This is an optimization exercise on Yosys and OpenROAD, whose aim is small area, a short achievable clock period and few clock cycles, not a production implementation.
In this exercise RTL edits were held to simulation tests only and were not proved equivalent to the original.
Power is estimated from default activity; no workload was simulated.

$ cat flow/design.v
module yasp_rx (
    input             clk,
    input             rst,
    input             req_valid,
    output            req_ready,
    input      [63:0] req_word,
    output reg        resp_valid,
    output reg  [3:0] resp_status,
    output reg [15:0] resp_value,
    output            hinv_valid,
    output      [7:0] hinv_slot,
    output      [7:0] hinv_href,
    output     [15:0] hinv_id,
    output     [15:0] hinv_poff,
    output     [15:0] hinv_plen,
    output reg        ntc_valid,
    output reg  [2:0] ntc_code,
    input             rx_we,
    input       [3:0] rx_waddr,
    input      [31:0] rx_wdata
);
    localparam [7:0] SYNC_BYTE = 8'hA5;
    localparam [3:0] OP_REGISTER = 4'h1;
    localparam [3:0] OP_PROCESS  = 4'h2;
    localparam [3:0] OP_DISPATCH = 4'h5;
    localparam [3:0] OP_HDONE    = 4'h6;
    localparam [3:0] ST_OK       = 4'd0;
    localparam [3:0] ST_ILLEGAL  = 4'd1;
    localparam [3:0] ST_REG_FULL = 4'd2;
    localparam [3:0] ST_RANGE    = 4'd3;
    localparam [3:0] ST_BUSY     = 4'd4;
    localparam [3:0] ST_STATE    = 4'd5;
    localparam [2:0] OC_NONE    = 3'd0;
    localparam [2:0] OC_NOSYNC  = 3'd2;
    localparam [2:0] OC_CORRUPT = 3'd3;
    localparam [2:0] OC_UNREG   = 3'd4;
    localparam [2:0] K_NONE = 3'd0;
    localparam [2:0] K_HDR  = 3'd1;    
    localparam [2:0] K_CHK  = 3'd2;    
    localparam [2:0] K_CV   = 3'd3;    
    localparam [2:0] K_SCAN = 3'd4;    
    localparam [2:0] K_FIN  = 3'd5;    
    function [31:0] crc4(input [31:0] c);
        begin
            crc4[0] = ^(c & 32'h04D101DF);
            crc4[1] = ^(c & 32'h09A203BE);
            crc4[2] = ^(c & 32'h1344077D);
            crc4[3] = ^(c & 32'h26880EFA);
            crc4[4] = ^(c & 32'h4D101DF4);
            crc4[5] = ^(c & 32'h9A203BE9);
            crc4[6] = ^(c & 32'h3091760D);
            crc4[7] = ^(c & 32'h6122EC1A);
            crc4[8] = ^(c & 32'hC245D835);
            crc4[9] = ^(c & 32'h805AB1B5);
            crc4[10] = ^(c & 32'h046462B5);
            crc4[11] = ^(c & 32'h08C8C56A);
            crc4[12] = ^(c & 32'h11918AD4);
            crc4[13] = ^(c & 32'h232315A9);
            crc4[14] = ^(c & 32'h46462B53);
            crc4[15] = ^(c & 32'h8C8C56A6);
            crc4[16] = ^(c & 32'h1DC9AC92);
            crc4[17] = ^(c & 32'h3B935924);
            crc4[18] = ^(c & 32'h7726B249);
            crc4[19] = ^(c & 32'hEE4D6493);
            crc4[20] = ^(c & 32'hD84BC8F9);
            crc4[21] = ^(c & 32'hB446902D);
            crc4[22] = ^(c & 32'h6C5C2184);
            crc4[23] = ^(c & 32'hD8B84309);
            crc4[24] = ^(c & 32'hB5A187CC);
            crc4[25] = ^(c & 32'h6F920E46);
            crc4[26] = ^(c & 32'hDF241C8C);
            crc4[27] = ^(c & 32'hBA9938C7);
            crc4[28] = ^(c & 32'h71E37051);
            crc4[29] = ^(c & 32'hE3C6E0A3);
            crc4[30] = ^(c & 32'hC35CC098);
            crc4[31] = ^(c & 32'h826880EF);
        end
    endfunction
    reg [31:0] rxw [0:15];
    reg [15:0] reg_id   [0:7];
    reg  [7:0] reg_href [0:7];
    reg  [3:0] reg_count;
    reg c_idle;       
    reg c_proc;       
    reg c_hinv;       
    reg c_ddone;      
    reg c_dlook;      
    reg c_pchk;       
    reg c_resp;       
    reg c_rh;         
    reg q_ill;        
    reg q_reg;        
    reg ctx_disp;     
    reg a_hi;         
    reg b_hi;         
    reg c_hi;         
    reg  [2:0] hslot;
    reg  [7:0] hhref;
    reg [15:0] hid;
    reg  [6:0] hpoff;
    reg  [6:0] hplen;
    reg  [5:0] ra;        
    reg  [2:0] rk;        
    reg [63:0] bq;        
    reg  [2:0] ek;        
    reg  [6:0] pc;        
    reg  [6:0] fa;        
    reg  [6:0] rem5;      
    reg  [3:0] c0sel;     
    reg  [5:0] flm4;      
    reg  [1:0] coff;      
    reg  [3:0] rcnt;      
    reg [31:0] crc;
    reg        f_found;
    reg  [2:0] f_slot;
    reg  [2:0] f_code;    
    reg        pv;
    reg        p_end;     
    reg  [2:0] p_code;
    reg  [2:0] p_slot;
    reg  [6:0] p_poff;
    reg  [5:0] p_plen;
    wire [7:0] B0 = bq[7:0];
    wire [7:0] B1 = bq[15:8];
    wire [7:0] B2 = bq[23:16];
    wire [7:0] B3 = bq[31:24];
    wire [7:0] B4 = bq[39:32];
    wire [15:0] hl       = {B1, B2};
    wire        h_short  = rem5[6] || rem5 < 7'd4;       
    wire        h_nosync = B0 != SYNC_BYTE;
    wire        h_incomp = (hl[15:7] != 9'd0) || (hl[6:0] > rem5);    
    wire        h_bad    = hl[6:2] == 5'd0;      
    wire        h_four   = hl[6:0] == 7'd4;
    wire [3:0]  h_nm2    = hl[5:2] - {3'd0, hl[1:0] == 2'd0} - 4'd1;    
    wire        h_two    = (hl[6:0] > 7'd4) && (hl[6:0] < 7'd9);       
    reg  [6:0]  h_cv2;
    always @(*) begin
        case (hl[1:0])
            2'd1:    h_cv2 = fa + 7'd6;
            2'd2:    h_cv2 = fa + 7'd7;
            2'd3:    h_cv2 = fa + 7'd8;
            default: h_cv2 = fa + 7'd9;
        endcase
    end
    wire [1:0] ro  = ra[1:0];
    wire [3:0] wa0 = ra[5:2];
    wire [3:0] wa1 = ra[5:2] + 4'd1;
    wire [3:0] wa2 = ra[5:2] + 4'd2;
    reg [7:0] lane_lo [0:3];
    reg [7:0] lane_hi [0:3];
    integer   ln;
    always @(*) begin
        for (ln = 0; ln < 4; ln = ln + 1) begin
            if (ln < ro) begin
                lane_lo[ln] = rxw[wa1][8*ln +: 8];
                lane_hi[ln] = rxw[wa2][8*ln +: 8];
            end else begin
                lane_lo[ln] = rxw[wa0][8*ln +: 8];
                lane_hi[ln] = rxw[wa1][8*ln +: 8];
            end
        end
    end
    wire [63:0] r8 = {lane_hi[ro + 2'd3], lane_hi[ro + 2'd2],
                      lane_hi[ro + 2'd1], lane_hi[ro],
                      lane_lo[ro + 2'd3], lane_lo[ro + 2'd2],
                      lane_lo[ro + 2'd1], lane_lo[ro]};
    wire [31:0] c0_in = ({32{c0sel[1]}} & (32'hA32E2681 ^ {B1, 24'd0})) |
                        ({32{c0sel[2]}} & (32'h9A1C9D90 ^ {B2, B1, 16'd0})) |
                        ({32{c0sel[3]}} & (32'hF0958FD9 ^ {B3, B2, B1, 8'd0})) |
                        ({32{c0sel[0]}} & ~{B4, B3, B2, B1});
    reg [31:0] cw;
    always @(*) begin
        case (coff)
            2'd0:    cw = bq[31:0];
            2'd1:    cw = bq[39:8];
            2'd2:    cw = bq[47:16];
            default: cw = bq[55:24];
        endcase
    end
    wire [31:0] crc_next = crc4((ek == K_HDR) ? c0_in : (crc ^ cw));
    wire        cv_ok    = ~crc == {B0, B1, B2, B3};
    reg       lk_found;
    reg [2:0] lk_slot;
    integer   li;
    always @(*) begin
        lk_found = 1'b0;
        lk_slot  = 3'd0;
        for (li = 7; li >= 0; li = li - 1)
            if (li < reg_count && reg_id[li] == {B3, B4}) begin
                lk_found = 1'b1;
                lk_slot  = li[2:0];
            end
    end
    wire       e_go    = (ek == K_CV) || (ek == K_FIN);
    wire       e_end   = (ek == K_FIN) || !cv_ok || !f_found;
    wire [2:0] e_code  = (ek == K_FIN) ? f_code :
                         !cv_ok        ? OC_CORRUPT :
                         !f_found      ? OC_UNREG : OC_NONE;
    wire       stall   = (ek == K_FIN) & pv & ~c_proc;
    wire       stall_r = (rk == K_CV) & pv & ~c_proc;
    wire       bypass  = (ek == K_CV) & cv_ok & f_found & c_proc & ~pv;
    wire [6:0] cv_addr = fa + {1'b0, flm4} + 7'd5;
    wire d_act = c_proc | (c_hinv & ~ctx_disp);
    wire [3:0]  op    = req_word[63:60];
    wire [15:0] op_a  = req_word[47:32];
    wire [15:0] op_b  = req_word[31:16];
    wire [15:0] op_c  = req_word[15:0];
    wire rsv0  = req_word[59:48] == 12'd0;
    wire is_reg  = (op == OP_REGISTER) && rsv0 && (op_b == 16'd0) && (op_c[15:8] == 8'd0);
    wire is_proc = (op == OP_PROCESS)  && rsv0 && (op_c == 16'd0);
    wire is_disp = (op == OP_DISPATCH) && rsv0;
    wire is_hd   = (op == OP_HDONE)    && rsv0 && (op_a == 16'd0) && (op_b == 16'd0) &&
                   (op_c == 16'd0);
    wire legal   = is_reg | is_proc | is_disp | is_hd;
    reg rdy;          
    assign req_ready  = rdy;
    wire   accept     = req_valid & req_ready;
    assign hinv_valid = c_hinv;
    assign hinv_slot  = {5'd0, hslot};
    assign hinv_href  = hhref;
    assign hinv_id    = hid;
    assign hinv_poff  = {9'd0, hpoff};
    assign hinv_plen  = {9'd0, hplen};
    wire       inv_go   = (c_proc & pv & ~p_end) | (c_proc & bypass) | (c_dlook & lk_found);
    wire [2:0] inv_slot = c_dlook ? lk_slot : pv ? p_slot : f_slot;
    always @(posedge clk) begin
        if (rx_we)
            rxw[rx_waddr] <= rx_wdata;
        if (c_idle && !reg_count[3]) begin
            reg_id[reg_count[2:0]]   <= op_a;
            reg_href[reg_count[2:0]] <= op_c[7:0];
        end
        bq <= r8;
        c0sel <= 4'b0001 << r8[17:16];
        if (c_idle)
            bq[39:24] <= {op_a[7:0], op_a[15:8]};    
        if (inv_go) begin
            hid   <= reg_id[inv_slot];
            hhref <= reg_href[inv_slot];
        end
    end
    always @(posedge clk) begin
        if (c_proc && pv)
            pv <= 1'b0;
        if (e_go && !stall && !bypass) begin
            pv     <= 1'b1;
            p_end  <= e_end;
            p_code <= e_code;
            p_slot <= f_slot;
            p_poff <= fa + 7'd5;
            p_plen <= flm4;
        end
        if (!d_act) begin
            rk <= c_idle ? K_HDR : K_NONE;
            ek <= K_NONE;
        end else if (!stall) begin
            ek <= stall_r ? K_NONE : rk;
            if (!stall_r) case (rk)
            K_HDR:  begin rk <= K_CHK; ra <= ra + 6'd2; end
            K_CHK:  if (rcnt != 4'd0) begin
                        rk   <= K_CHK;
                        ra   <= ra + 6'd4;
                        rcnt <= rcnt - 4'd1;
                    end else begin
                        rk <= K_CV;
                        ra <= cv_addr[5:0];
                    end
            K_CV:   begin rk <= K_HDR; ra <= ra + 6'd4; end
            K_SCAN: begin rk <= K_SCAN; ra <= ra + 6'd1; end
            default: ;
            endcase
            case (ek)
            K_HDR: begin
                flm4    <= hl[5:0] - 6'd4;
                coff    <= hl[1:0] - 2'd1;
                crc     <= crc_next;
                f_found <= lk_found;
                f_slot  <= lk_slot;
                f_code  <= OC_NONE;
                if (h_short) begin
                    rk <= K_NONE; ek <= K_FIN;
                end else if (h_nosync) begin
                    rk  <= K_SCAN; ek <= K_NONE;
                    ra  <= fa[5:0] + 6'd1;
                    pc   <= pc + 7'd1;
                    rem5 <= rem5 - 7'd1;
                end else if (h_incomp) begin
                    rk <= K_NONE; ek <= K_FIN;
                end else if (h_bad) begin
                    rk <= K_NONE; ek <= K_FIN;
                    f_code <= OC_CORRUPT;
                    pc   <= pc + rem5 + 7'd5;
                    rem5 <= -7'd5;
                end else if (h_four) begin
                    ek <= K_NONE;
                    rk <= K_CV;
                    ra <= fa[5:0] + 6'd5;
                end else if (h_two) begin
                    rk <= K_CV;
                    ra <= h_cv2[5:0];
                end else begin
                    rk   <= K_CHK;
                    ra   <= ra + 6'd4;
                    rcnt <= h_nm2 - 4'd1;
                end
            end
            K_CHK:
                crc <= crc_next;
            K_FIN: begin
                rk <= K_NONE; ek <= K_NONE;
            end
            K_CV:
                if (cv_ok && f_found) begin
                    fa   <= fa + {1'b0, flm4} + 7'd9;
                    pc   <= pc + {1'b0, flm4} + 7'd9;
                    rem5 <= rem5 - {1'b0, flm4} - 7'd9;
                end else begin
                    rk  <= K_NONE; ek <= K_NONE;
                    pc   <= pc + rem5 + 7'd5;
                    rem5 <= -7'd5;
                end
            K_SCAN:
                if (rem5 == -7'd5 || B0 == SYNC_BYTE) begin
                    rk <= K_NONE; ek <= K_FIN;
                    f_code <= OC_NOSYNC;
                end else begin
                    pc   <= pc + 7'd1;
                    rem5 <= rem5 - 7'd1;
                end
            default: ;
            endcase
        end
        if (c_idle) begin
            ra   <= op_a[5:0];
            pc   <= 7'd0;
            fa   <= op_a[6:0];
            rem5 <= op_b[6:0] - 7'd5;
        end
        if (rst) begin
            rk <= K_NONE;
            ek <= K_NONE;
            pv <= 1'b0;
        end
    end
    wire proc_bad = a_hi | b_hi | ({1'b0, fa} + {1'b0, hplen} > 8'd64);
    wire disp_bad = c_hi | b_hi | ({1'b0, hpoff} + {1'b0, hplen} > 8'd64);
    always @(posedge clk) begin
        resp_valid  <= 1'b0;
        ntc_valid   <= 1'b0;
        resp_status <= ST_OK;
        resp_value  <= 16'd0;
        q_ill <= !legal;
        q_reg <= is_reg;
        if (c_idle) begin
            hpoff <= op_c[6:0];
            hplen <= op_b[6:0];
            a_hi  <= op_a[15:7] != 9'd0;
            b_hi  <= op_b[15:7] != 9'd0;
            c_hi  <= op_c[15:7] != 9'd0;
            if (req_valid) begin
                c_idle <= 1'b0;
                rdy <= 1'b0;
                if (is_proc) begin
                    c_proc <= 1'b1;
                    c_pchk <= 1'b1;
                end else if (is_disp) begin
                    c_dlook <= 1'b1;
                end else begin
                    c_resp <= 1'b1;
                end
            end
        end
        if (c_resp) begin
            c_resp     <= 1'b0;
            c_idle     <= 1'b1;
            rdy <= 1'b1;
            resp_valid <= 1'b1;
            if (q_ill) begin
                resp_status <= ST_ILLEGAL;
            end else if (q_reg) begin
                if (reg_count[3]) begin
                    resp_status <= ST_REG_FULL;
                end else begin
                    reg_count  <= reg_count + 4'd1;
                    resp_value <= {12'd0, reg_count};
                end
            end else begin
                resp_status <= ST_STATE;
            end
        end
        if (c_rh) begin
            c_rh        <= 1'b0;
            rdy <= 1'b1;
            resp_valid  <= 1'b1;
            resp_status <= q_ill ? ST_ILLEGAL : ST_BUSY;
        end
        if (c_pchk) begin
            c_pchk   <= 1'b0;
            ctx_disp <= 1'b0;
            if (proc_bad) begin
                resp_valid  <= 1'b1;
                resp_status <= ST_RANGE;
                c_proc      <= 1'b0;
                c_idle      <= 1'b1;
                rdy <= 1'b1;
            end
        end
        if (c_dlook) begin
            c_dlook <= 1'b0;
            if (disp_bad) begin
                resp_valid  <= 1'b1;
                resp_status <= ST_RANGE;
                c_idle      <= 1'b1;
                rdy <= 1'b1;
            end else if (lk_found) begin
                ctx_disp <= 1'b1;
                hslot    <= lk_slot;
                c_hinv   <= 1'b1;
                rdy <= 1'b1;
            end else begin
                resp_valid <= 1'b1;
                c_idle     <= 1'b1;
                rdy <= 1'b1;
            end
        end
        if (c_hinv && !c_rh && req_valid) begin
            if (is_hd) begin
                resp_valid <= 1'b1;
                c_hinv     <= 1'b0;
                rdy <= 1'b0;
                if (ctx_disp)
                    c_ddone <= 1'b1;
                else
                    c_proc  <= 1'b1;
            end else begin
                c_rh <= 1'b1;
                rdy <= 1'b0;
            end
        end
        if (c_ddone) begin
            resp_valid <= 1'b1;
            resp_value <= 16'd1;
            ctx_disp   <= 1'b0;
            c_ddone    <= 1'b0;
            c_idle     <= 1'b1;
            rdy <= 1'b1;
        end
        if (c_proc && !c_pchk) begin
            if (pv) begin
                c_proc <= 1'b0;
                if (!p_end) begin
                    hslot  <= p_slot;
                    hpoff  <= p_poff;
                    hplen  <= {1'b0, p_plen};
                    c_hinv <= 1'b1;
                    rdy <= 1'b1;
                end else begin
                    resp_valid <= 1'b1;
                    resp_value <= {9'd0, pc};
                    ntc_valid  <= p_code != OC_NONE;
                    ntc_code   <= p_code;
                    c_idle     <= 1'b1;
                    rdy <= 1'b1;
                end
            end else if (bypass) begin
                c_proc <= 1'b0;
                hslot  <= f_slot;
                hpoff  <= fa + 7'd5;
                hplen  <= {1'b0, flm4};
                c_hinv <= 1'b1;
                rdy <= 1'b1;
            end
        end
        if (rst) begin
            c_idle     <= 1'b1;
            rdy <= 1'b1;
            c_proc     <= 1'b0;
            c_hinv     <= 1'b0;
            rdy <= 1'b0;
            c_ddone    <= 1'b0;
            c_dlook    <= 1'b0;
            c_pchk     <= 1'b0;
            c_resp     <= 1'b0;
            c_rh       <= 1'b0;
            rdy <= 1'b1;
            ctx_disp   <= 1'b0;
            resp_valid <= 1'b0;
            ntc_valid  <= 1'b0;
            reg_count  <= 4'd0;
        end
    end
endmodule
$ cat flow/flow/run.sh
#!/bin/bash
set -euo pipefail
bash standard.sh SETUP_SLACK_MARGIN=6.6 finish > standard_flow.log 2>&1
$ cat flow/standard.sh
#!/bin/bash
# synth_recipe.tcl (not shown) runs the flow's synth.tcl, then flattens the netlist and writes it again
# the make line also repeats each setting of config.mk as NAME=value (left out here)
make -C /OpenROAD-flow-scripts/flow DESIGN_CONFIG=/design/flow/config.mk WORK_HOME=/design/flow/orfs CLKGATE_MAP_FILE= SYNTH_SCRIPT=/design/flow/synth_recipe.tcl "${@:-finish}"
$ cat flow/config.mk
export PLATFORM = sky130hd
export DESIGN_NAME = yasp_rx
export DESIGN_NICKNAME = yasp_rx
export VERILOG_FILES = /design/flow/design.v
export SDC_FILE = /design/flow/constraint.sdc
export NUM_CORES = 4
export LEC_CHECK = 0
export CAP_MARGIN = 20
export CORE_MARGIN = 2
export CORE_UTILIZATION = 40
export CTS_CLUSTER_DIAMETER = 120
export CTS_CLUSTER_SIZE = 20
export SLEW_MARGIN = 20
$ cat flow/constraint.sdc
create_clock -name core_clock -period 10.0 [get_ports {clk}]
set_input_delay 2.0000 -clock core_clock [delete_from_list [all_inputs] [get_ports {clk}]]
set_output_delay 2.0000 -clock core_clock [all_outputs]
set_load 0.01 [all_outputs]
==> results of run 1 <==
## cells in the final DEF (no fill, tap or decap), types with 95 or more instances in the layout
| cell type | n |
|---|---|
| edfxtp_1 | 824 |
| mux4_2 | 472 |
| xnor2_1 | 339 |
| nand2_1 | 167 |
| a21oi_1 | 148 |
| nor2_1 | 144 |
| xor2_1 | 125 |
| inv_1 | 97 |
| mux2i_1 | 95 |
| ha_1 | 95 |
## repair_timing
item / 4_1_cts / 5_1_grt
pin swaps: 12 / 17
cloned: 12 / 7
hold endpoints to repair: 0 / 0
gates resized for setup: 271 / 109
setup buffers: 37 / 27
endpoints found under the setup margin: 722 / 407
## worst paths after layout
kind                       endpoint  slack [ns]  depth (start not counted)
min          resp_status[2]$_DFF_P_        0.49                          1
min reg2reg  resp_status[2]$_DFF_P_        0.49                          1
max                hid[1]$_DFFE_PP_        6.59                         11
max reg2reg        hid[1]$_DFFE_PP_        6.59                         11
## logic make-up (layout without fill, tap and decap cells)
group | count (synthesis) | in the layout
flops | 947 | 947
mux | 631 | 631
simple gates | 630 | 630
compound gates | 577 | 578
xor+xnor | 497 | 497
buf+inv | 382 | 528
fa+ha+maj | 106 | 106
other cells | 1 | 34
## routing by layer
metal	share of wire	vias to the layer above	GRT usage
met5	0.000064	-	0
met4	0.033	2	0.0749
met3	0.075	267	0.0294
met2	0.48	1819	0.394
met1	0.41	18500	0.330
li1	-	15100	-
## worst max-delay path: cells and delay by family, from the launching register on
family / cells / cell delay (ns)
xor+xnor: 1 / 0.29
simple gates: 2 / 0.67
flops: 1 / 0.31
compound gates: 6 / 1.40
buf+inv: 2 / 0.49
## area by class of cell
| class | instances | area [µm²] | area share |
|---|---|---|---|
| sequential | 947 | 27300 | 0.443 |
| clock inverter | 9 | 136 | 0.00221 |
| tap | 1781 | 2230 | 0.0362 |
| timing repair buffer | 323 | 3660 | 0.0595 |
| clock buffer | 93 | 1500 | 0.0243 |
| antenna | 1 | 2.50 | 0.0000406 |
| multi-input combinational | 2475 | 26400 | 0.429 |
| inverter | 103 | 389 | 0.00631 |
## power groups by stage
stage | Sequential (mW) | Clock (mW) | Combinational [mW]
floorplan | 4.80 | 0 | 3.66
CTS | 4.85 | 2.46 | 5.13
finish | 4.85 | 2.41 | 5.27
detailed placement | 4.94 | 0 | 4.97
global placement | 4.94 | 0 | 4.97
global route | 4.87 | 2.59 | 5.55
## per-stage QoR
| step | std cells | util |
|---|---|---|
| after global routing | 5731 | 0.456 |
| after detailed placement | 5546 | 0.428 |
| final | 5732 | 0.456 |
| after floorplan | 3803 | - |
| after CTS | 5697 | 0.450 |
| after global placement | 5546 | 0.428 |
==> run notes, run 1 <==
* Slowest-stage cell, CP: or4_1
* CTS root buf: clkbuf_16
* Switching Share at 0.358
* Crit path launch: bq[29]$_DFF_P_
* CP Capture Type: flop
* Hold Crit Start: q_ill$_DFF_P_
* DR iter-0 viols at 4,455
* Worst-Skew Late Latency at 0.72 ns
* Number of synthesized register bits at 947
* Port Buffers at between 150 and 200
* NetSw at 4.48 mW
* Fin nets at approximately 4.1k
* Ys Warns at 3
* Comb pwr share at 0.420
* Mapped Area at 0.0544 mm²
* DR WL/cell at around 30 µm
* Residual DRC at 0
* CP Class: flop to flop
* Reg power frac at 0.387
* Final period util at 0.341
* Post-synth top area share at 0.455
* Worst Hold Class: flop to flop
* First-pass GRT wire length at 246,000 µm
* Routed Wire Length at 172,000 µm
* Tightest Pin Transition at 1.09 ns
* GR Overflow Total at 0
* Number of global-route vias before repair at 34.7k
* Register area share after synthesis at 0.500
* Post-synth EDFFs at 824
* Launch point of the worst reg-to-reg path: bq[29]$_DFF_P_
* Final Setup Violations at 0
* Worst EP arrival at 3.90 ns
* Largest family of logic cells by synthesized area: multiplexers
* Max H-tree Level at 2
* Largest net degree at the start of global routing at 83
* Fill count at 11.9k
* Area share of fa/ha/maj cells after synthesis at 0.0253
* Final TNS setup at 0 ns
* Crit path max fanout at 24
* Placer Congestion at around 0.95
* Unrepaired setup endpoints after global routing: yes
* Hpwl dp at 109,000 µm
* Clock Power Share at 0.192
* Pre-CTS WS at 5.24 ns
* Compound-Gate Fraction of Synth Area at 0.0753
* Max reg flops at 512
* Final WS setup at about 6.6 ns
* Syn_area_per_cell at between 10 and 15 µm²
* TritonCTS buffer count at 54
* DP Area at 0.0580 mm²
* Mapped Cells at 3,771
* Die Y at ~370 µm
* CTS sink count at roughly 950
* Ys flop type: edfxtp_1
* Starting Density at 0.402
* CTS tree: done
* Fin. Hold Viols at 0
* Via density at 6.24
* Outcome: finished clean
* Tot Pwr at between 10 and 15 mW
* CP startpoint kind: flop
* Max Freq at ~290 MHz
* Final worst path period need at 3.41 ns
* Site row count at 135
* Hold Buf Count CTS at 0
* Slew margin rel. at 0.270
* Slowest cell delay on critical path at 0.54 ns
* Final Skew at between 0.05 and 0.06 ns
* Clk buf depth at 3
* CTS clock-pin slew for the worst setup and hold paths at 0.10 ns
* Share of cells above drive strength 1 at 0.247
* Routed Antenna Nets at 0
* Largest reg by FF count: rxw
* Worst VDD drop at 146 µV
* Lkg Pwr at 20.3 nW
* IO Pins at 195
* Area growth from synthesis to layout at 13.3%
* Core ar. at about 0.14 mm²
* Count leader, synth: edfxtp_1
* Area leader, netlist: edfxtp_1
* Synth area leaders: edfxtp_1 (45%), mux4_2 (20%), xnor2_1 (5.6%), dfxtp_1 (4.5%), ha_1 (2.3%)
* Yosys cell types at 99
* Max cap viols at 0
* WP data required at roughly 10 ns
* Int Power at roughly 8 mW
* Asr flop ratio synth at 0
* Commonest cells in the synthesized netlist: edfxtp_1 (824), mux4_2 (472), xnor2_1 (348)
* Mux contribution to synthesized area at 0.226
* Vias at 35.8k
* Min Hold Slack at 0.485 ns
* Pwr dens at 203 mW/mm²
* Total die area at 0.139 mm²
* Die X at 373 µm
* GRT Total Usage at 0.239
* Synth Area in XOR/XNOR at 0.0832
* Slew Viols, Final at 0
* Post-Layout Inst Area at between 0.06 and 0.07 mm²
* CP cell instances: buf_4 -> xnor2_2 -> nand4bb_1 -> or4_1 -> a211oi_2 -> o311ai_2 -> a21oi_2 -> o31a_1 -> buf_8 -> o22ai_2 -> a221oi_1
* First-pass DRT Iterations at 7
* Simple-gate portion of the synthesized area at 0.0570
* Initial antenna violation count at 4
Testbench counts, summed over its fixed seeds: cycles 17,944.
==> run 2: changes to the inputs <==
--- a/flow/config.mk
+++ b/flow/config.mk
@@ -11,3 +11,3 @@
 export CTS_CLUSTER_DIAMETER = 120
-export CTS_CLUSTER_SIZE = 20
+export CTS_CLUSTER_SIZE = 24
 export SLEW_MARGIN = 20
==> run notes, run 2 <==
* Synth area leaders: edfxtp_1 (45%), mux4_2 (20%), xnor2_1 (5.6%), dfxtp_1 (4.5%), ha_1 (2.3%)
* First-pass DRT Iterations at 6 (-1)
* Worst VDD drop at 189 µV (+30%)
* Area leader, netlist: edfxtp_1
* Placer Congestion at 0.945 (unchanged)
* Max Freq at 289 MHz (-1.6%)
* GR Overflow Total at 0 (unchanged)
* Number of synthesized register bits at 947 (unchanged)
* Unrepaired setup endpoints after global routing: yes
* Final Skew at 0.0353 ns (-0.0239 ns)
* Vias at 35.8k (+0.011%)
* Slowest-stage cell, CP: mux4_2
* Slew margin rel. at 0.274 (+0.00348)
* Die Y at 373 µm (unchanged)
* DR WL/cell at 29.9 µm (-0.25%)
* Slew Viols, Final at 0 (unchanged)
* Hpwl dp at 109,000 µm (unchanged)
* Clk buf depth at 3 (unchanged)
* CTS root buf: clkbuf_16
* Worst Hold Class: flop to flop
* Starting Density at 0.402 (unchanged)
* Via density at 6.25 (+0.24%)
* Max cap viols at 0 (unchanged)
* Routed Wire Length at 171,000 µm (-0.48%)
* Gr busiest metal: met2
* CTS tree: done
* GR Layer Usage met3 at 0.0323 (+0.00281)
* IO Pins at 195 (unchanged)
* Fin nets at 4,108 (-0.15%)
* Lkg Pwr at 20.2 nW (-0.21%)
* Worst-Skew Late Latency at 0.69 ns (-0.03 ns)
* Ys Warns at 3 (unchanged)
* Fin. Hold Viols at 0 (unchanged)
* CTS clock-pin slew for the worst setup and hold paths at 0.10 ns (about the same)
* CP bufs+invs at 7 (+5)
* Largest reg by FF count: rxw
* Die X at 373 µm (unchanged)
* Port Buffers at 161 (unchanged)
* Worst EP arrival at 4.02 ns (+0.12 ns)
* Max H-tree Level at 2 (unchanged)
* Final TNS setup at 0 ns (unchanged)
* CP Class: flop to flop
* Count leader, synth: edfxtp_1
* Most frequent cells in the layout: edfxtp_1 (824), mux4_2 (472), xnor2_1 (338)
* Mapped Area at 0.0544 mm² (unchanged)
* Syn_area_per_cell at 14.4 µm² (unchanged)
* Final worst path period need at 3.46 ns (+0.0543 ns)
* Initial antenna violation count at 4 (unchanged)
* Yosys cell types at 99 (unchanged)
* Met2 Use GR at 0.394 (-0.000493)
* DR iter-0 viols at 4,462 (+0.16%)
* Crit path depth at 16 (+5)
* Hold depth at 0 (-1)
* Final Setup Violations at 0 (unchanged)
* First-pass GRT wire length at 247,000 µm (+0.23%)
* Number of global-route vias before repair at 34.7k (-0.012%)
* Core ar. at 0.135 mm² (unchanged)
* CP Capture Type: flop
* CTS sink count at 947 (unchanged)
* Mapped Cells at 3,771 (unchanged)
* Largest net degree at the start of global routing at 83 (unchanged)
* Asr flop ratio synth at 0 (unchanged)
* Routing usage on met1 at 0.329 (-0.000513)
* WP data required at 10.56 ns (+0.07 ns)
* CP startpoint kind: flop
* GRT Total Usage at 0.240 (+0.000913)
* Crit path max fanout at 6 (-75%)
* Area growth from synthesis to layout at 13.3% (about the same)
* Post-synth top area share at 0.455 (unchanged)
* Tightest Pin Transition at 1.09 ns (-0.00522 ns)
* TritonCTS buffer count at 47 (-13%)
* Site row count at 135 (unchanged)
* Reg2Reg Depth at 16 (+5)
* Final period util at 0.346 (+0.00543)
* CP delay by family, top: buffers and inverters
* Residual DRC at 0 (unchanged)
* Register area share after synthesis at 0.500 (unchanged)
* Fill count at 11.9k (-0.050%)
* Share of cells above drive strength 1 at 0.251 (+0.00386)
* Commonest non-fill, non-tap cell in the layout: edfxtp_1
* Total die area at 0.139 mm² (unchanged)
* Post-synth EDFFs at 824 (unchanged)
* Commonest cells in the synthesized netlist: edfxtp_1 (824), mux4_2 (472), xnor2_1 (348)
* Routed Antenna Nets at 0 (unchanged)
* Ys flop type: edfxtp_1
* Outcome: finished clean
* Min Hold Slack at 0.501 ns (+0.0152 ns)
* CP cell instances: buf_6 -> buf_16 -> ha_4 -> buf_6 -> buf_12 -> buf_16 -> buf_12 -> buf_4 -> mux4_2 -> mux4_2 -> nand2_2 -> nand2_2 -> a222oi_1 -> nor2_1 -> a21oi_2 -> o21ai_1
* Max reg flops at 512 (unchanged)
* Slowest cell delay on critical path at 0.50 ns (-0.04 ns)
* Pwr dens at 202 mW/mm² (-0.49%)
[run 2: final timing paths]
check                       from                  end  slack, ns
max              ra[2]$_DFFE_PP_       bq[37]$_DFF_P_       6.54
min          f_slot[2]$_DFFE_PP_  p_slot[2]$_DFFE_PP_       0.50
max reg2reg      ra[2]$_DFFE_PP_       bq[37]$_DFF_P_       6.54
min reg2reg  f_slot[2]$_DFFE_PP_  p_slot[2]$_DFFE_PP_       0.50
[run 2: cells by family after synthesis]
logic type | after synthesis | share of synthesized area
AO/OA/AOI/OAI | 577 | 0.0753
other | 1 | 0.0000689
flip-flops | 947 | 0.500
buffers and inverters | 382 | 0.0327
multiplexers | 631 | 0.226
adder cells (fa/ha/maj) | 106 | 0.0253
AND/OR/NAND/NOR | 630 | 0.0570
XOR/XNOR | 497 | 0.0832
[run 2: power by group]
group / switching (mW) / internal (mW) / total, mW / leakage [nW]
clock network: 1.33 / 0.948 / 2.28 / 0.693
logic: 2.92 / 2.41 / 5.33 / 11.0
registers: 0.222 / 4.63 / 4.86 / 8.51
total: 4.47 / 7.99 / 12.5 / 20.2
[run 2: metal layers]
layer	share of wire	vias up
li1	-	15100
met1	0.40	18400
met2	0.48	1922
met3	0.077	283
met4	0.037	4
met5	0.00016	-
[run 2: metrics by stage]
stage | cells | cell area (µm²) | worst slack, ns | power, mW | utilization
finish | 5719 | 61600 | 6.54 | 12.5 | 0.455
global route | 5718 | 61600 | 6.45 | 12.9 | 0.455
CTS | 5694 | 60900 | 6.59 | 12.4 | 0.450
floorplan | 3803 | 54700 | 6.29 | 8.45 | -
detailed placement | 5546 | 58000 | 5.24 | 9.91 | 0.428
global placement | 5546 | 58000 | 5.28 | 9.91 | 0.428
[run 2: repair_timing]
item / CTS / global route
pin swaps: 14 / 26
hold endpoints to repair: 0 / 0
buffers inserted: 45 / 20
cloned: 15 / 4
setup endpoints to repair: 722 / 422
resized for setup: 273 / 127
hold buffers: 0 / 0
[run 2: final cells by class]
cell class	count	area, µm²	share of cell area
diodes	1	2.50	0.0000406
well taps	1781	2230	0.0362
repair buffers	324	3770	0.0612
inverters	103	389	0.00632
clock inverters	10	150	0.00244
clock buffers	78	1300	0.0211
multi-input cells	2475	26500	0.430
flip-flops and latches	947	27300	0.443
==> run 3: changes to the inputs <==
--- a/flow/config.mk
+++ b/flow/config.mk
@@ -7,7 +7,5 @@
 export LEC_CHECK = 0
-export CAP_MARGIN = 20
+export CAP_MARGIN = 10
 export CORE_MARGIN = 2
 export CORE_UTILIZATION = 40
-export CTS_CLUSTER_DIAMETER = 120
-export CTS_CLUSTER_SIZE = 24
-export SLEW_MARGIN = 20
+export SLEW_MARGIN = 10
==> run notes, run 3 <==
* Fin. Hold Viols at 0 (unchanged)
* Fin nets at 4,166 (+1.4%)
* First-pass GRT wire length at 248,000 µm (+0.60%)
* Slowest cell delay on critical path at 0.55 ns (+0.05 ns)
* GR Overflow Total at 0 (unchanged)
* Hold depth at 0 (unchanged)
* Core ar. at 0.135 mm² (unchanged)
* Synth area leaders: edfxtp_1 (45%), mux4_2 (20%), xnor2_1 (5.6%), dfxtp_1 (4.5%), ha_1 (2.3%)
* Max H-tree Level at 3 (+1)
* Fin cells at 5,827 (+1.9%)
* Via density at 6.18 (-1.1%)
* DR top layer: met5
* Area growth from synthesis to layout at 16.7%
* Fin util at 0.469 (+0.0140)
* Reg2Reg Depth at 11 (-5)
* Outcome: finished clean
* CP Class: flop to flop
* CP startpoint kind: flop
* GRT Total Usage at 0.242 (+0.00206)
* Final TNS setup at 0 ns (unchanged)
* IO Pins at 195 (unchanged)
* Max Freq at 294 MHz (+1.7%)
* Asr flop ratio synth at 0 (unchanged)
* Port Buffers at 161 (unchanged)
* Number of global-route vias before repair at 35.3k (+1.7%)
* Yosys cell types at 99 (unchanged)
* Vias at 36.0k (+0.74%)
* Total die area at 0.139 mm² (unchanged)
* TritonCTS buffer count at 105 (+120%)
* Die X at 373 µm (unchanged)
* CP cell instances: buf_8 -> xor2_2 -> or4_4 -> or4_4 -> nand4_1 -> a41oi_4 -> buf_12 -> buf_4 -> mux2_1 -> o22ai_4 -> a221oi_2
* Routed Wire Length at 173,000 µm (+1.2%)
* Largest reg by FF count: rxw
* Pwr dens at 220 mW/mm² (+9.0%)
* DR WL/cell at 29.7 µm (-0.72%)
* CP Capture Type: flop
* DR WL met3 at 14,200 µm (+7.3%)
* Most frequent cells in the layout: edfxtp_1 (824), mux4_2 (472), xnor2_1 (339)
* CTS tree: done
* Final worst path period need at 3.40 ns (-0.0576 ns)
* Ys flop type: edfxtp_1
* Number of synthesized register bits at 947 (unchanged)
* Post-synth top area share at 0.455 (unchanged)
* Count leader, synth: edfxtp_1
* Final Setup Violations at 0 (unchanged)
* First-pass DRT Iterations at 6 (unchanged)
* Tightest Pin Transition at 1.06 ns (-0.0332 ns)
* Worst Hold Class: flop to flop
* Largest net degree at the start of global routing at 83 (unchanged)
* Commonest non-fill, non-tap cell in the layout: edfxtp_1
* Fill count at 11.7k (-1.4%)
* Die Y at 373 µm (unchanged)
* Worst VDD drop at 146 µV (-23%)
* Max reg flops at 512 (unchanged)
* Routed Antenna Nets at 0 (unchanged)
* Lkg Pwr at 21.2 nW (+4.6%)
* Crit path max fanout at 15 (+9)
* Worst EP arrival at 3.83 ns (-0.19 ns)
* Met2 routed WL at 83,300 µm (+0.91%)
* Worst-Skew Late Latency at 0.78 ns (+0.09 ns)
* CTS clock-pin slew for the worst setup and hold paths at 0.06 ns (-0.04 ns)
* Hold Buf Count CTS at 0 (unchanged)
* Post-Layout Inst Area at 0.0635 mm² (+3.1%)
* DR iter-0 viols at 4,318 (-3.2%)
* Post-synth EDFFs at 824 (unchanged)
* DP Area at 0.0580 mm² (unchanged)
* CTS root buf: clkbuf_16
* Max cap viols at 0 (unchanged)
* Site row count at 135 (unchanged)
* WP data required at 10.43 ns (-0.13 ns)
* Most common cell type on the critical path: or4_4
* Syn_area_per_cell at 14.4 µm² (unchanged)
* Commonest cells in the synthesized netlist: edfxtp_1 (824), mux4_2 (472), xnor2_1 (348)
* Hpwl dp at 109,000 µm (unchanged)
* Residual DRC at 0 (unchanged)
* Final Skew at 0.0891 ns (+0.0538 ns)
* Starting Density at 0.402 (unchanged)
* Mapped Cells at 3,771 (unchanged)
* Metal-1 WL at 69,100 µm (+0.44%)
* N_diodes at 0 (-1)
* Clk buf depth at 3 (unchanged)
* CTS sink count at 947 (unchanged)
* Slowest-stage cell, CP: or4_4
* Share of cells above drive strength 1 at 0.272 (+0.0212)
* Unrepaired setup endpoints after global routing: yes
* Final period util at 0.340 (-0.00576)
* Placer Congestion at 0.945 (unchanged)
* Mapped Area at 0.0544 mm² (unchanged)
* Area leader, netlist: edfxtp_1
* Ys Warns at 3 (unchanged)
* Post-Place Cells at 5,546 (unchanged)
* Slew margin rel. at 0.296 (+0.0221)
* Slew Viols, Final at 0 (unchanged)
* Initial antenna violation count at 4 (unchanged)
* Register area share after synthesis at 0.500 (unchanged)
-- run 3: cell types whose count changed in the layout (fill, tap and decap cells not counted), sizes merged, moves of 4 or more --
cell,before,now
bufinv,1,5
bufbuf,9,5
dlygate4sd2,38,17
clkinvlp,0,9
buf,154,166
dlymetal6s2s,19,23
clkbuf,84,153
clkinv,7,45
-- run 3: logic make-up after synthesis --
group	Yosys count	synth area share
fa+ha+maj	106	0.0253
flops	947	0.500
xor+xnor	497	0.0832
other cells	1	0.0000689
simple gates	630	0.0570
buf+inv	382	0.0327
mux	631	0.226
compound gates	577	0.0753
-- run 3: per-layer routing --
| layer | track usage | vias to the layer above |
|---|---|---|
| li1 | - | 15300 |
| met4 | 0.0783 | 6 |
| met3 | 0.0399 | 324 |
| met5 | 0 | - |
| met1 | 0.328 | 18500 |
| met2 | 0.398 | 1896 |
-- run 3: layout make-up --
type                       instances  area (µm²)  share of cell area
clock buffer                     139        2860              0.0450
clock inverter                    58         603             0.00950
inverter                         103         393             0.00619
multi-input combinational       2475       26500               0.417
sequential                       947       27300               0.430
tap                             1781        2230              0.0351
timing repair buffer             324        3650              0.0574
-- run 3: path summary, 6_finish.rpt --
path | slack (ns) | start | end
setup / recovery | 6.60 | bq[30]$_DFF_P_ | hid[13]$_DFFE_PP_
hold / removal | 0.49 | f_slot[2]$_DFFE_PP_ | p_slot[2]$_DFFE_PP_
setup reg to reg | 6.60 | bq[30]$_DFF_P_ | hid[13]$_DFFE_PP_
hold reg to reg | 0.49 | f_slot[2]$_DFFE_PP_ | p_slot[2]$_DFFE_PP_
-- run 3: critical path: cells and delay by family, from the launching register on --
kind	cells	cell delay (ns)
xor+xnor	1	0.21
compound gates	3	0.46
mux	1	0.34
flops	1	0.32
buf+inv	3	0.54
simple gates	3	1.17
-- run 3: repair_timing --
| item | CTS | global route |
|---|---|---|
| setup endpoints to repair | 679 | 350 |
| resized for setup | 306 | 134 |
| gates cloned | 12 | 8 |
| pin swaps | 12 | 21 |
| buffers inserted | 31 | 33 |
-- run 3: power by group --
group	switching, mW	internal (mW)	total (mW)
sequential	0.219	4.64	4.86
clock	1.68	2.16	3.84
combinational	2.92	2.38	5.30
-- run 3: through the flow --
| stage | hold WS [ns] | power (mW) | setup slack, ns |
|---|---|---|---|
| global placement | 0.468 | 9.91 | 5.28 |
| finish | 0.488 | 14.0 | 6.60 |
| global route | 0.510 | 14.5 | 6.56 |
| floorplan | 0.413 | 8.45 | 6.29 |
| detailed placement | 0.470 | 9.91 | 5.24 |
| CTS | 0.484 | 13.9 | 6.46 |
==> run 4: changes to the inputs <==
--- a/flow/config.mk
+++ b/flow/config.mk
@@ -7,5 +7,7 @@
 export LEC_CHECK = 0
-export CAP_MARGIN = 10
+export CAP_MARGIN = 20
 export CORE_MARGIN = 2
 export CORE_UTILIZATION = 40
-export SLEW_MARGIN = 10
+export CTS_CLUSTER_DIAMETER = 100
+export CTS_CLUSTER_SIZE = 16
+export SLEW_MARGIN = 20
==> run notes, run 4 <==
* Final worst path period need at 3.45 ns (+0.0481 ns)
* Number of synthesized register bits at 947 (unchanged)
* Largest net degree at the start of global routing at 83 (unchanged)
* Share of cells above drive strength 1 at 0.260 (-0.0124)
* Final Skew at 0.0521 ns (-0.0370 ns)
* Area leader, netlist: edfxtp_1
* CTS clock-pin slew for the worst setup and hold paths at 0.08 ns (+0.02 ns)
* Mapped Cells at 3,771 (unchanged)
* Fill count at 11.8k (+0.64%)
* Ys flop type: edfxtp_1
* Final Setup Violations at 0 (unchanged)
* Die Y at 373 µm (unchanged)
* Worst VDD drop at 160 µV (+9.9%)
* Total die area at 0.139 mm² (unchanged)
* Placer Congestion at 0.945 (unchanged)
* Via density at 6.26 (+1.2%)
* Most frequent cells in the layout: edfxtp_1 (824), mux4_2 (472), xnor2_1 (340)
* CTS sink count at 947 (unchanged)
* Slew margin rel. at 0.288 (-0.00795)
* Lkg Pwr at 20.7 nW (-2.4%)
* Tightest Pin Transition at 1.07 ns (+0.0119 ns)
* Worst Hold Class: flop to flop
* Slew Viols, Final at 0 (unchanged)
* Hpwl dp at 109,000 µm (unchanged)
* Register area share after synthesis at 0.500 (unchanged)
* WP data required at 10.48 ns (+0.05 ns)
* Fin util at 0.461 (-0.00829)
* CP Capture Type: flop
* CTS tree: done
* Port Buffers at 161 (unchanged)
* DR iter-0 viols at 4,529 (+4.9%)
* Routed Antenna Nets at 0 (unchanged)
* Reg power frac at 0.373 (+0.026)
* Starting Density at 0.402 (unchanged)
* Count leader, synth: edfxtp_1
* Synth area leaders: edfxtp_1 (45%), mux4_2 (20%), xnor2_1 (5.6%), dfxtp_1 (4.5%), ha_1 (2.3%)
* GR Overflow Total at 0 (unchanged)
* Number of global-route vias before repair at 35.1k (-0.69%)
* Post-synth top area share at 0.455 (unchanged)
* Comb pwr share at 0.408 (+0.029)
* Site row count at 135 (unchanged)
* CP startpoint kind: flop
* Fin. Hold Viols at 0 (unchanged)
* Syn_area_per_cell at 14.4 µm² (unchanged)
* Ys Warns at 3 (unchanged)
* Switching Share at 0.355 (+0.0108)
* Residual DRC at 0 (unchanged)
* Asr flop ratio synth at 0 (unchanged)
* Max Freq at 290 MHz (-1.4%)
* Int Power at 8.40 mW (-8.5%)
* Unrepaired setup endpoints after global routing: yes
* CTS root buf: clkbuf_16
* NetSw at 4.62 mW (-4.0%)
* Final TNS setup at 0 ns (unchanged)
* GRT Total Usage at 0.242 (-0.000322)
* First-pass GRT wire length at 248,000 µm (-0.16%)
* Post-synth EDFFs at 824 (unchanged)
* Worst-Skew Late Latency at 0.73 ns (-0.05 ns)
* Commonest cells in the synthesized netlist: edfxtp_1 (824), mux4_2 (472), xnor2_1 (348)
* Vias at 35.9k (-0.24%)
* Core ar. at 0.135 mm² (unchanged)
* Final period util at 0.345 (+0.00481)
* Yosys cell types at 99 (unchanged)
* Worst EP arrival at 3.93 ns (+0.10 ns)
* Max H-tree Level at 3 (unchanged)
* Hold Buf Count CTS at 0 (unchanged)
* Die X at 373 µm (unchanged)
* N_diodes at 0 (unchanged)
* Crit path max fanout at 32 (+17)
* Max reg flops at 512 (unchanged)
* Outcome: finished clean
* TritonCTS buffer count at 71 (-32%)
* Mapped Area at 0.0544 mm² (unchanged)
* Min Hold Slack at 0.486 ns (-0.00174 ns)
* Commonest non-fill, non-tap cell in the layout: edfxtp_1
* IO Pins at 195 (unchanged)
* Max cap viols at 0 (unchanged)
* Area growth from synthesis to layout at 14.7%
* First-pass DRT Iterations at 6 (unchanged)
* Clock Power Share at 0.219 (-0.055)
* DR WL/cell at 30.1 µm (+1.6%)
* Initial antenna violation count at 3 (-1)
* Fin nets at 4,135 (-0.74%)
* Clk buf depth at 3 (unchanged)
* CP Class: flop to flop
* Largest reg by FF count: rxw
* Pwr dens at 209 mW/mm² (-5.3%)
* Routed Wire Length at 173,000 µm (+0.17%)
## run 4: cell counts after synthesis
Identical to the previous run, type by type.
## run 4: cell families after synthesis
group,count (synthesis),share of synthesized area
adders and majority gates,106,0.0253
AOI/OAI and AO/OA,577,0.0753
muxes,631,0.226
other,1,0.0000689
and+or+nand+nor,630,0.0570
DFF,947,0.500
xor gates and xnor gates,497,0.0832
buffers and inverters,382,0.0327
## run 4: per-stage QoR
step | power (mW) | setup WS, ns | area [µm²] | std cells
floorplan | 8.45 | 6.29 | 54700 | 3803
global placement | 9.91 | 5.28 | 58000 | 5546
detailed placement | 9.91 | 5.24 | 58000 | 5546
CTS | 12.9 | 6.47 | 61400 | 5694
global route | 13.5 | 6.54 | 62400 | 5743
finish | 13.0 | 6.55 | 62400 | 5743
## run 4: power groups by stage
stage	combinational [mW]	sequential, mW	clock [mW]
floorplan	3.66	4.80	0
global placement	4.97	4.94	0
detailed placement	4.97	4.94	0
CTS	5.16	4.85	2.90
global route	5.60	4.88	3.03
finish	5.32	4.86	2.85
## run 4: layer usage
layer	routed length, µm	part of all wire	track usage	up-vias
li1	-	-	-	15200
met1	69300	0.40	0.328	18500
met2	83600	0.48	0.395	1927
met3	13700	0.079	0.0418	304
met4	6490	0.037	0.0791	4
met5	24	0.00014	0	-
## run 4: final timing paths
kind                           from                      to  slack, ns  cells past startpoint
setup reg to reg  coff[1]$_DFFE_PP_       crc[16]$_DFFE_PP_       6.55                     10
hold / removal        q_ill$_DFF_P_  resp_status[2]$_DFF_P_       0.49                      1
hold reg to reg       q_ill$_DFF_P_  resp_status[2]$_DFF_P_       0.49                      1
setup / recovery  coff[1]$_DFFE_PP_       crc[16]$_DFFE_PP_       6.55                     10
## run 4: timing repair
item	in CTS	in global routing
resized for setup	299	132
setup endpoints to repair	716	333
pin swaps	12	22
gates cloned	14	11
buffers inserted	24	38
## run 4: worst max-delay path, cell delays in order, from the launching register on
cell	delay, ns
edfxtp_1	0.34
buf_6	0.32
mux4_2	0.63
xnor2_1	0.17
nand2_1	0.07
o31a_2	0.23
xnor2_1	0.38
xnor2_1	0.19
xnor2_1	0.37
xnor2_1	0.17
xnor2_1	0.30
## run 4: area by class of cell
class                           count  area (µm²)  share of cell area
Tap cell                         1781        2230              0.0357
Sequential cell                   947       27300               0.437
Clock inverter                     11         219             0.00351
Inverter                          103         389             0.00624
Timing Repair Buffer              327        3840              0.0616
Clock buffer                       99        1920              0.0308
Multi-Input combinational cell   2475       26500               0.425
==> run 5: changes to the inputs <==
==> flow/flow/run.sh (replaced) <==
#!/bin/bash
set -euo pipefail
bash standard.sh SETUP_SLACK_MARGIN=6.7 finish > standard_flow.log 2>&1
--- a/flow/config.mk
+++ b/flow/config.mk
@@ -10,4 +10,4 @@
 export CORE_UTILIZATION = 40
-export CTS_CLUSTER_DIAMETER = 100
-export CTS_CLUSTER_SIZE = 16
+export CTS_CLUSTER_DIAMETER = 120
+export CTS_CLUSTER_SIZE = 20
 export SLEW_MARGIN = 20
==> run notes, run 5 <==
* CP Capture Type: flop
* Post-Place Cells at 5,552 (+0.11%)
* Number of synthesized register bits at 947 (unchanged)
* Hold Buf Count CTS at 0 (unchanged)
* Slew margin rel. at 0.299 (+0.0115)
* Hpwl dp at 110,000 µm (+0.72%)
* Worst VDD drop at 147 µV (-8.1%)
* Post-synth EDFFs at 824 (unchanged)
* Area leader, netlist: edfxtp_1
* GRT Total Usage at 0.242 (+0.000342)
* Total die area at 0.139 mm² (unchanged)
* Hold depth at 1 (unchanged)
* Slowest cell delay on critical path at 0.51 ns (-0.12 ns)
* Commonest non-fill, non-tap cell in the layout: edfxtp_1
* Port Buffers at 161 (unchanged)
* Post-synth top area share at 0.455 (unchanged)
* Worst EP arrival at 3.75 ns (-0.18 ns)
* Mapped Area at 0.0544 mm² (unchanged)
* TritonCTS buffer count at 54 (-24%)
* CTS root buf: clkbuf_16
* Syn_area_per_cell at 14.4 µm² (unchanged)
* Final Setup Violations at 0 (unchanged)
* First-pass DRT Iterations at 6 (unchanged)
* Ys flop type: edfxtp_1
* Max Freq at 297 MHz (+2.6%)
* Largest net degree at the start of global routing at 66 (-20%)
* Outcome: finished clean
* Number of global-route vias before repair at 35.3k (+0.60%)
* Count leader, synth: edfxtp_1
* DR iter-0 viols at 4,547 (+0.40%)
* Clk buf depth at 3 (unchanged)
* Final Skew at 0.0774 ns (+0.0253 ns)
* Register area share after synthesis at 0.500 (unchanged)
* Final TNS setup at 0 ns (unchanged)
* Max H-tree Level at 2 (-1)
* RR Endpoint: hid[2]$_DFFE_PP_
* First-pass GRT wire length at 249,000 µm (+0.57%)
* CP cell instances: buf_4 -> xor2_1 -> nand4bb_1 -> or4_1 -> a211oi_2 -> o311ai_2 -> a21o_2 -> o31a_2 -> o22ai_4 -> a221oi_4
* Initial antenna violation count at 7 (+4)
* Fin. Hold Viols at 0 (unchanged)
* Pwr dens at 201 mW/mm² (-3.7%)
* WP data required at 10.38 ns (-0.10 ns)
* CTS tree: done
* DR WL/cell at 30.1 µm (-0.19%)
* CP startpoint kind: flop
* Slowest-stage cell, CP: o31a_2
* Fill count at 11.7k (-1.3%)
* Largest reg by FF count: rxw
* Starting Density at 0.402 (unchanged)
* Residual DRC at 0 (unchanged)
* Slew Viols, Final at 0 (unchanged)
* Asr flop ratio synth at 0 (unchanged)
* Final worst path period need at 3.36 ns (-0.0879 ns)
* Fin nets at 4,225 (+2.2%)
* Synth area leaders: edfxtp_1 (45%), mux4_2 (20%), xnor2_1 (5.6%), dfxtp_1 (4.5%), ha_1 (2.3%)
* Fin util at 0.469 (+0.00782)
* Placer Congestion at 0.970 (+2.6%)
* Crit path max fanout at 12 (-63%)
* Via density at 6.32 (+0.98%)
* IO Pins at 195 (unchanged)
* Yosys cell types at 99 (unchanged)
* Routed Wire Length at 176,000 µm (+1.6%)
* Site row count at 135 (unchanged)
* CTS clock-pin slew for the worst setup and hold paths at 0.09 ns (about the same)
* CTS sink count at 947 (unchanged)
* Max cap viols at 0 (unchanged)
* GR Overflow Total at 0 (unchanged)
* Core ar. at 0.135 mm² (unchanged)
* Worst Hold Class: flop to flop
* Die X at 373 µm (unchanged)
* Tightest Pin Transition at 1.05 ns (-0.0184 ns)
* Share of cells above drive strength 1 at 0.298 (+0.0385)
* Area growth from synthesis to layout at 16.6%
* Unrepaired setup endpoints after global routing: yes
* WHS Endpoint: resp_status[2]$_DFF_P_
* Fin cells at 5,844 (+1.8%)
* Pre-CTS WS at 5.03 ns (-0.210 ns)
* CP Class: flop to flop
* Final WS setup at 6.64 ns (+0.0879 ns)
* Die Y at 373 µm (unchanged)
* R2R setup slack at 6.64 ns (+0.09 ns)
* Final period util at 0.336 (-0.00879)
* Reg2Reg Depth at 10 (unchanged)
* Worst-Skew Late Latency at 0.73 ns (about the same)
* Vias at 36.9k (+2.8%)
* Commonest cells in the synthesized netlist: edfxtp_1 (824), mux4_2 (472), xnor2_1 (348)
* Routed Antenna Nets at 0 (unchanged)
* Mapped Cells at 3,771 (unchanged)
* Max reg flops at 512 (unchanged)
* Hold Crit Start: q_ill$_DFF_P_
* Tot Pwr at 12.8 mW (-2.1%)
* Lkg Pwr at 21.1 nW (+2.2%)
* Launch point of the worst reg-to-reg path: bq[34]$_DFF_P_
* Ys Warns at 3 (unchanged)
* Most frequent cells in the layout: edfxtp_1 (824), mux4_2 (472), xnor2_1 (331)
[run 5: power by group]
group / leakage, nW / total (mW) / internal [mW] / switching [mW]
logic: 11.8 / 5.46 / 2.53 / 2.93
clock network: 0.773 / 2.41 / 1.05 / 1.36
registers: 8.51 / 4.88 / 4.63 / 0.245
[run 5: worst max-delay path by stage]
stage,startpoint,end
2_1_floorplan,rx_waddr[2],rxw[0][0]$_DFFE_PP_
3_3_place_gp,ra[2]$_DFFE_PP_,bq[36]$_DFF_P_
3_5_place_dp,ra[2]$_DFFE_PP_,bq[36]$_DFF_P_
4_1_cts,hpoff[1]$_DFF_P_,hinv_poff[1]
5_1_grt,bq[28]$_DFF_P_,hhref[0]$_DFFE_PP_
6_report,bq[34]$_DFF_P_,hid[2]$_DFFE_PP_
[run 5: final cells by class]
cell class | count | area, µm² | area share
antenna | 2 | 5.00 | 0.0000789
clock buffer | 94 | 1500 | 0.0237
clock inverter | 8 | 129 | 0.00203
inverter | 103 | 394 | 0.00621
multi-input combinational | 2476 | 27000 | 0.426
sequential | 947 | 27300 | 0.430
tap | 1781 | 2230 | 0.0351
timing repair buffer | 433 | 4830 | 0.0762
[run 5: worst max-delay path: cells and delay by family, from the launching register on]
kind	cells	cell delay, ns
xor gates and xnor gates	1	0.15
buffers and inverters	1	0.26
DFF	1	0.32
and+or+nand+nor	2	0.67
AOI/OAI and AO/OA	6	1.61
[run 5: logic make-up (layout without fill, tap and decap cells)]
| kind of cell | after synthesis | count (layout) | synth area share |
|---|---|---|---|
| fa+ha+maj | 106 | 106 | 0.0253 |
| flops | 947 | 947 | 0.500 |
| buf+inv | 382 | 638 | 0.0327 |
| mux | 631 | 631 | 0.226 |
| simple gates | 630 | 630 | 0.0570 |
| other cells | 1 | 35 | 0.0000689 |
| compound gates | 577 | 579 | 0.0753 |
| xor+xnor | 497 | 497 | 0.0832 |
[run 5: per-layer routing]
| metal | vias to the layer above | GRT usage | part of all wire |
|---|---|---|---|
| met3 | 357 | 0.0338 | 0.082 |
| li1 | 15400 | - | - |
| met5 | - | 0 | 0.00026 |
| met2 | 2096 | 0.396 | 0.48 |
| met1 | 19100 | 0.328 | 0.40 |
| met4 | 4 | 0.0897 | 0.041 |
[run 5: metrics by stage]
| stage | hold slack (ns) | instance area (µm²) |
|---|---|---|
| after floorplan | 0.413 | 54700 |
| after global placement | 0.463 | 58000 |
| after detailed placement | 0.467 | 58000 |
| after CTS | 0.476 | 61800 |
| after global routing | 0.485 | 63400 |
| final | 0.478 | 63400 |
[run 5: repair_timing]
item	CTS	global route
resized for setup	513	167
pin swaps	39	52
endpoints found under the setup margin	717	345
gates cloned	21	14
buffers inserted	72	81

## port drivers added, routing unchanged
In the flow no input, the clock included, has a driving cell. The finished layouts below were timed again as built, in two steps. Step 1 sets driving cells, clkbuf_16 on the clock port and buf_2 on the other inputs (assumed; they add their load-dependent delay and slew). Step 2 times the ports against the registers' clock, not the clock port: input delays grow and output delays shrink by t, the midpoint of the rising clock arrivals with the driver on. Slacks: ideal ports / drivers / drivers and shift; pairs: ideal ports / drivers.
| run | shift t [ns] | setup slack, ns | latest minus earliest clock arrival (ns) |
|---|---|---|---|
| run 1 | 0.779 | 6.594 / 6.562 / 5.911 | 0.059 / 0.060 |
| run 2 | 0.755 | 6.539 / 6.539 / 5.939 | 0.037 / 0.038 |
| run 3 | 0.822 | 6.597 / 6.577 / 5.863 | 0.097 / 0.097 |
| run 4 | 0.784 | 6.549 / 6.549 / 5.907 | 0.068 / 0.068 |
| run 5 | 0.776 | 6.637 / 6.637 / 5.998 | 0.077 / 0.077 |
After both steps every run listed still meets setup and hold. The setup slack of run 3, which loses most, moves by -0.020 ns with the drivers and by -0.734 ns with both steps.
